From an optimization exercise on the open Yosys and OpenROAD flow, aimed at small area and a short achievable clock period; shortcuts taken in it are not production practice.
Only simulation tests tie the RTL to the original design; equivalence was not proved.

==> flow/design.v <==
module szservo_core (
    input  wire           clk,
    input  wire           rst,           
    input  wire           start,         
    input  wire           init,          
    input  wire           busy,          
    input  wire [767:0]   data,          
    output wire           ready,
    output wire           initialized,
    output wire           sclk,
    output wire           cs_n,
    output wire           sdo
);
    localparam integer C  = 32;
    localparam integer W  = 24;
    localparam integer L  = C * W;
    localparam integer RL = 16;          
    localparam integer NR = L / RL;      
    reg s_idle, s_setup, s_hold, s_delay, s_blo, s_bhi;
    reg csn_r;
    reg nld;                 
    reg [1:0] div_cnt;
    reg [4:0] bit_cnt;
    reg       init_latched;
    reg       initialized_r;
    reg       nrdy;          
    reg       ninit;         
    reg       sdo_r;
    reg       sh;            
    wire tick         = (div_cnt == 2'd0);
    wire word_zero;
    wire init_pending = (init | init_latched) & ~initialized_r;
    wire req          = start | init_pending;
    wire bit_zero     = (bit_cnt == 5'd0);
    wire div_load = (s_idle & req) | s_setup | s_hold | (s_bhi & busy & ~word_zero);
    wire go_setup = (s_idle & req) | s_hold | (s_bhi & busy & ~word_zero);
    wire go_hold  = s_setup & ~bit_zero;
    wire go_delay = s_setup & bit_zero;
    wire go_blo   = s_delay | (s_blo & busy);
    wire go_bhi   = (s_blo & ~busy) | (s_bhi & ~busy);
    wire go_idle  = (s_idle & ~req) | (s_bhi & busy & word_zero);
    wire n_idle   = tick ? go_idle  : s_idle;
    wire n_setup  = tick ? go_setup : s_setup;
    wire n_hold   = tick ? go_hold  : s_hold;
    wire n_delay  = tick ? go_delay : s_delay;
    wire n_initl  = init_latched | init;
    wire n_inited = initialized_r | (tick & s_bhi & busy & word_zero & init_pending);
    wire n_sh     = (div_cnt == 2'd1) & (s_hold | s_delay);
    reg  [L-1:0] rg;
    wire [L-1:0] rot;
    wire [NR-1:0] tap;
    genvar gr, gi;
    generate
        for (gr = 0; gr < NR; gr = gr + 1) begin : g_ring
            for (gi = 0; gi < RL; gi = gi + 1) begin : g_bit
                assign rot[gr*RL + gi] = rg[gr*RL + ((gi + RL - 1) % RL)];
            end
            assign tap[gr] = rg[gr*RL + RL - 1];
        end
    endgenerate
    always @(posedge clk) begin
        rg <= ~((data | {L{nld}}) & (rot | {L{s_idle}}));
    end
    reg  [9:0]    f;         
    reg           fnone;     
    reg  [3:0]    fq;        
    reg           nb1, v1;   
    reg           nb2, v2;   
    assign word_zero = fnone;
    wire fv   = ~fnone & (tap[f[9:4]] ^ f[0]);
    wire hit  = fnone | (fq == 4'd0);
    wire a_v  = sh ? v2 : v1;
    wire a_d  = sh ? nb2 : nb1;
    wire b_v  = sh ? 1'b0 : v2;
    wire take = hit & ~(a_v & b_v);
    always @(posedge clk) begin
        if (s_idle) begin
            nb1   <= init_pending ? data[W-2] : data[L-2];
            nb2   <= init_pending ? data[W-3] : data[L-3];
            v1    <= 1'b1;
            v2    <= 1'b1;
            f     <= init_pending ? W - 4 : L - 4;
            fq    <= init_pending ? 4'd5 : 4'd13;    
            fnone <= 1'b0;
        end else begin
            nb1 <= (take & ~a_v) ? fv : a_d;
            v1  <= a_v | take;
            if (take & a_v)
                nb2 <= fv;
            v2  <= b_v | (take & a_v);
            if (!take)
                fq <= fq + 1'b1;
            if (take) begin
                f <= f - 1'b1;
                if (f == 10'd0)
                    fnone <= 1'b1;
            end
        end
    end
    always @(posedge clk) begin
        if (rst) begin
            s_idle        <= 1'b1;
            s_setup       <= 1'b0;
            s_hold        <= 1'b0;
            s_delay       <= 1'b0;
            s_blo         <= 1'b0;
            s_bhi         <= 1'b0;
            csn_r         <= 1'b1;
            nld           <= 1'b0;
            div_cnt       <= 2'd0;
            init_latched  <= 1'b0;
            initialized_r <= 1'b0;
            nrdy          <= 1'b0;
            ninit         <= 1'b1;
            sdo_r         <= 1'b0;
            sh            <= 1'b0;
        end else begin
            if (!tick)
                div_cnt <= div_cnt - 1'b1;
            else if (div_load)
                div_cnt <= 2'd3;
            init_latched  <= n_initl;
            initialized_r <= n_inited;
            s_idle  <= n_idle;
            nld     <= ~n_idle;
            s_setup <= n_setup;
            s_hold  <= n_hold;
            s_delay <= n_delay;
            csn_r   <= ~(n_setup | n_hold | n_delay);
            nrdy    <= ~n_idle | (n_initl & ~n_inited);
            ninit   <= ~n_inited;
            sh      <= n_sh;
            if (tick) begin
                s_blo <= go_blo;
                s_bhi <= go_bhi;
            end
            if (s_idle) begin
                if (tick)
                    sdo_r <= init_pending ? data[W-1] : (start & data[L-1]);
            end else if (sh)
                sdo_r <= nb1;
        end
    end
    always @(posedge clk) begin
        if (tick) begin
            if (s_idle | (s_bhi & busy))
                bit_cnt <= W - 1;
            else if (s_hold)
                bit_cnt <= bit_cnt - 1'b1;
        end
    end
    assign sclk        = s_setup;
    assign cs_n        = csn_r;
    assign sdo         = sdo_r;
    assign ready       = ~(start | nrdy | (init & ninit));
    assign initialized = initialized_r;
endmodule
Settings: LEC_CHECK=0, CAP_MARGIN=20, CORE_MARGIN=2, CORE_UTILIZATION=40, CTS_BUF_LIST=sky130_fd_sc_hd__clkbuf_16, CTS_CLUSTER_DIAMETER=100, CTS_CLUSTER_SIZE=30, SETUP_SLACK_MARGIN=3.0, SLEW_MARGIN=20; clock period 5.0 ns.
standard.sh (not shown) runs the stock make flow with config.mk's settings and CLKGATE_MAP_FILE= SYNTH_SCRIPT=/design/flow/synth_recipe.tcl, a recipe that flattens the netlist after the stock synthesis.
==> flow/flow/run.sh <==
#!/bin/bash
# Layout flow: the standard ORFS flow (standard.sh), with the port
# buffers made from the smallest buffer cell instead of the resizer's
# default choice. Every input and output port still gets its buffer.
set -euo pipefail
export BUFFER_PORTS_ARGS="-buffer_cell sky130_fd_sc_hd__buf_1"
bash standard.sh > standard_flow.log 2>&1
Change:
--- a/flow/design.v
+++ b/flow/design.v
@@ -14,8 +14,9 @@
     localparam integer C  = 32;
     localparam integer W  = 24;
     localparam integer L  = C * W;
-    localparam integer RL = 16;          
+    localparam integer RL = 8;           
     localparam integer NR = L / RL;      
+    localparam integer NG = NR / 16;     
     reg s_idle, s_setup, s_hold, s_delay, s_blo, s_bhi;
     reg csn_r;
     reg nld;                 
@@ -47,6 +48,7 @@
     wire n_inited = initialized_r | (tick & s_bhi & busy & word_zero & init_pending);
     wire n_sh     = (div_cnt == 2'd1) & (s_hold | s_delay);
     reg  [L-1:0] rg;
+    reg          ph0;        
     wire [L-1:0] rot;
     wire [NR-1:0] tap;
     genvar gr, gi;
@@ -60,27 +62,35 @@
     endgenerate
     always @(posedge clk) begin
         rg <= ~((data | {L{nld}}) & (rot | {L{s_idle}}));
+        ph0 <= ~s_idle & ~ph0;
     end
     reg  [9:0]    f;         
     reg           fnone;     
-    reg  [3:0]    fq;        
+    reg  [2:0]    fq;        
+    reg  [NG-1:0] p1;        
+    reg           pv;        
     reg           nb1, v1;   
     reg           nb2, v2;   
+    integer g;
+    always @(posedge clk) begin
+        for (g = 0; g < NG; g = g + 1)
+            p1[g] <= tap[g*16 + f[6:3]];
+    end
     assign word_zero = fnone;
-    wire fv   = ~fnone & (tap[f[9:4]] ^ f[0]);
-    wire hit  = fnone | (fq == 4'd0);
+    wire fv   = ~fnone & (p1[f[9:7]] ^ ph0);
+    wire hit  = fnone | (pv & (fq == 3'd0));
     wire a_v  = sh ? v2 : v1;
     wire a_d  = sh ? nb2 : nb1;
     wire b_v  = sh ? 1'b0 : v2;
     wire take = hit & ~(a_v & b_v);
     always @(posedge clk) begin
+        pv <= ~s_idle & ~(take & (f[2:0] == 3'd0));
         if (s_idle) begin
             nb1   <= init_pending ? data[W-2] : data[L-2];
-            nb2   <= init_pending ? data[W-3] : data[L-3];
             v1    <= 1'b1;
-            v2    <= 1'b1;
-            f     <= init_pending ? W - 4 : L - 4;
-            fq    <= init_pending ? 4'd5 : 4'd13;    
+            v2    <= 1'b0;
+            f     <= init_pending ? W - 3 : L - 3;
+            fq    <= 3'd5;   
             fnone <= 1'b0;
         end else begin
             nb1 <= (take & ~a_v) ? fv : a_d;
Clock skew increases by 8.0 ps.
Via count increases slightly.
Worst hold slack improves by 4.9 ps.
Register-to-register slack improves by 380 ps.
Synthesized area increases by a few percent.
Routed wire length hardly moves.
Global-route usage decreases by 0.56 points.
Core utilization decreases by 0.49 points.

port drivers added, routing unchanged:
How much do the figures lean on ideal ports? The routed layouts below were timed once more, with nothing changed but the port constraints.
Step 1 (the two cells are an assumption about what drives the block):
set clk [get_ports {clk}]
set_driving_cell -lib_cell sky130_fd_sc_hd__clkbuf_16 $clk
set_driving_cell -lib_cell sky130_fd_sc_hd__buf_2 [delete_from_list [all_inputs] $clk]
Step 2 moves the port delays by t, midway between the first and last clock arrival at a register: inputs arrive t later, outputs are due t later. That takes back most of the time a late clock gives input paths.
Three values: ideal, step 1, step 2; two values: the first two.
run | t, ns | setup slack, ns | hold WS [ns] | worst setup path at the end | clock arrival spread, ns
the first run | 0.623 | 2.563 / 2.508 / 2.508 | 0.401 / 0.401 / 0.401 | input to output | 0.031 / 0.031
the second run | 0.639 | 2.572 / 2.532 / 2.532 | 0.406 / 0.406 / 0.406 | input to output | 0.034 / 0.034
After both steps setup and hold are still met in every run listed. The setup slack of the first run, which loses most, moves by -0.055 ns with the drivers and by -0.055 ns with both steps.
